From an optimization exercise on the open Yosys and OpenROAD flow, aimed at small area and a short achievable clock period; shortcuts taken in it are not production practice. At most, simulation tests tie the RTL to the original design; equivalence was not proved. Power is estimated from default activity; no workload was simulated.

// tiny_irpwm
module tiny_irpwm (
    input  wire        clk,
    input  wire        rst,
    input  wire        pwm_tick,
    input  wire        ir_tick,
    input  wire        ir_in,
    input  wire        h_sel,
    input  wire        h_we,
    input  wire [7:0]  h_addr,
    input  wire [31:0] h_wdata,
    output reg  [31:0] h_rdata,
    output wire [3:0]  ch_pin,
    output reg         tick_evt
);
    localparam integer CAP = 100;
    localparam [1:0] S_IDLE  = 2'd0;
    localparam [1:0] S_MARK  = 2'd1;
    localparam [1:0] S_SPACE = 2'd2;
    localparam [1:0] S_STOP  = 2'd3;
    reg [31:0] pwm_ticks;         
    reg        pwm_halt;
    reg [7:0]  pwm_level0, pwm_level1, pwm_level2, pwm_level3;
    reg [3:0]  pwm_pin;
    reg [1:0]  ir_state;
    reg [15:0] ir_timer;
    reg [6:0]  ir_rawlen;         
    reg [15:0] ir_rawbuf [0:CAP-1];
    wire host_wr = h_sel & h_we;
    wire [31:0] ticks_inc = pwm_ticks + 32'd1;
    wire        flip      = &pwm_ticks[6:0];
    wire        ph_n      = ticks_inc[7];
    wire [7:0]  cnt_n     = {1'b0, ticks_inc[6:0]};
    reg  [3:0]  pin_tk;
    always @* begin
        if (pwm_halt) begin
            pin_tk = 4'b0000;
        end else begin
            if (flip)
                pin_tk = ph_n ? 4'b1010 : 4'b0101;
            else
                pin_tk = pwm_pin;
            if (!ph_n && cnt_n >= pwm_level0) pin_tk[0] = 1'b0;
            if ( ph_n && cnt_n >= pwm_level1) pin_tk[1] = 1'b0;
            if (!ph_n && cnt_n >= pwm_level2) pin_tk[2] = 1'b0;
            if ( ph_n && cnt_n >= pwm_level3) pin_tk[3] = 1'b0;
        end
    end
    wire [31:0] ticks_t = pwm_tick ? ticks_inc : pwm_ticks;
    wire [3:0]  pin_t   = pwm_tick ? pin_tk    : pwm_pin;
    wire        tmax = &ir_timer;
    wire [15:0] t1   = tmax ? ir_timer : ir_timer + 16'd1;
    wire        lt100 = (ir_timer < 16'd99);      
    wire        gt100 = (ir_timer >= 16'd100);    
    wire        full  = (ir_rawlen == 7'd99);     
    wire        mark  = ~ir_in;
    reg         rec;
    reg  [1:0]  state_t;
    reg  [15:0] timer_t;
    reg  [6:0]  rawlen_t;
    always @* begin
        rec      = 1'b0;
        state_t  = ir_state;
        timer_t  = ir_timer;
        rawlen_t = ir_rawlen;
        if (ir_tick) begin
            case (ir_state)
                S_IDLE:  rec = mark & ~lt100;
  ...
Size: roughly 3700 cells after synthesis, ~1700 flip-flops, about 84 I/O pins.
make LEC_CHECK=0 CAP_MARGIN=20 CORE_MARGIN=2 CORE_UTILIZATION=40 CTS_BUF_LIST=sky130_fd_sc_hd__clkbuf_8 CTS_CLUSTER_DIAMETER=50 CTS_CLUSTER_SIZE=18 SETUP_SLACK_MARGIN=3.8 SLEW_MARGIN=20 SYNTH_HIERARCHICAL=1 SYNTH_MINIMUM_KEEP_SIZE=0 finish   # period 8.5 ns
run.sh (not shown) runs the stock make flow with config.mk's settings and CLKGATE_MAP_FILE= SYNTH_SCRIPT=/design/flow/synth_recipe.tcl, a recipe that flattens the netlist after the stock synthesis.
Change:
--- a/flow/design.v
+++ b/flow/design.v
@@ -119,34 +119,45 @@
     end
     always @(posedge clk) begin
         if (!rst && rec)
             ir_rawbuf[ir_rawlen] <= t1;
     end
     wire [7:0]  a = h_addr;
+    wire [7:0]  a_n;
+    genvar gi, gb;
+    generate
+        for (gi = 0; gi < 7; gi = gi + 1) begin : g_inv
+            irp_inv u_inv (.a(a[gi]), .y(a_n[gi]));
+        end
+    endgenerate
+    assign a_n[7] = 1'b0;    
     wire [3:0] dl, dm;
-    wire [6:0] dh;
-    genvar gi, gb;
+    wire [6:0] dh_n;
     generate
         for (gi = 0; gi < 4; gi = gi + 1) begin : g_pre
-            assign dl[gi] = (a[1:0] == gi);
-            assign dm[gi] = (a[3:2] == gi);
+            irp_nor2 u_dl (.a(gi & 1 ? a_n[0] : a[0]), .b(gi & 2 ? a_n[1] : a[1]), .y(dl[gi]));
+            irp_nor2 u_dm (.a(gi & 1 ? a_n[2] : a[2]), .b(gi & 2 ? a_n[3] : a[3]), .y(dm[gi]));
         end
         for (gi = 0; gi < 7; gi = gi + 1) begin : g_preh
-            assign dh[gi] = a[7] & (a[6:4] == gi);
-        end
-    endgenerate
-    wire [15:0] dlm;
+            irp_nand4 u_dh (.a(a[7]),
+                            .b(gi & 1 ? a[4] : a_n[4]),
+                            .c(gi & 2 ? a[5] : a_n[5]),
+                            .d(gi & 4 ? a[6] : a_n[6]),
+                            .y(dh_n[gi]));
+        end
+    endgenerate
+    wire [15:0] dlm_n;
     generate
         for (gi = 0; gi < 16; gi = gi + 1) begin : g_dlm
-            irp_and2 u_dlm (.a(dl[gi % 4]), .b(dm[gi / 4]), .y(dlm[gi]));
+            irp_nand2 u_dlm (.a(dl[gi % 4]), .b(dm[gi / 4]), .y(dlm_n[gi]));
         end
     endgenerate
     wire [CAP-1:0] sel;
     generate
         for (gi = 0; gi < CAP; gi = gi + 1) begin : g_sel
-            irp_and2 u_sel (.a(dlm[gi % 16]), .b(dh[gi / 16]), .y(sel[gi]));
+            irp_nor2 u_sel (.a(dlm_n[gi % 16]), .b(dh_n[gi / 16]), .y(sel[gi]));
         end
     endgenerate
     wire        byp = a[7] && rec && (ir_rawlen == a[6:0]);
     wire [15:0] rd_mem;
     generate
         for (gb = 0; gb < 16; gb = gb + 1) begin : g_bit
@@ -205,14 +216,17 @@
     end
     assign ch_pin = pwm_pin;
 endmodule
 module irp_ao8 (input wire [7:0] s, input wire [7:0] d, output wire y);
     assign y = |(s & d);
 endmodule
-module irp_and2 (input wire a, input wire b, output wire y);
-    assign y = a & b;
+module irp_inv (input wire a, output wire y);
+    assign y = ~a;
+endmodule
+module irp_nor2 (input wire a, input wire b, output wire y);
+    assign y = ~(a | b);
 endmodule
 module irp_or2 (input wire a, input wire b, output wire y);
     assign y = a | b;
 endmodule
 module irp_aoi22 (input wire a1, input wire a2, input wire b1, input wire b2,
                   output wire y);
First-iteration DRC count came out higher by about 3%; cell area came out higher by 2.1%; wire length came out higher by about 0.8%; area after synthesis hardly moves; clock-buffer cell count stays the same; utilization came out higher by 1.0 points; combinational power came out lower by about 24%.
For the second run of this note, only the layout was checked, not whether the RTL still works.

[re-timing with driven ports]
The flow's constraints put no driver on any port. The routed layouts listed below were extracted and timed again, unchanged, in two steps.
Step 1 assumes that a clkbuf_16 drives the clock port and a buf_2 every other input.
Step 2 also shifts input and output timing later by t, the mid clock arrival at the registers, as if the neighbouring blocks saw the same clock.
Slacks: ideal / step 1 / step 2; pairs: ideal / step 1.
| run | shift t [ns] | setup slack, ns | worst setup path after step 2 | clock arrival spread, ns | worst data-port slew with drivers (ns) |
|---|---|---|---|---|---|
| the first run | 0.970 | 2.538 / 2.418 / 2.418 | input to output | 0.079 / 0.079 | 0.20 |
| the second run | 0.989 | 2.330 / 2.167 / 2.167 | input to output | 0.063 / 0.062 | 0.17 |
After both steps every run listed still meets setup and hold. For the second run, which loses most, drivers alone change the setup slack by -0.163 ns; drivers and shift together by -0.163 ns.
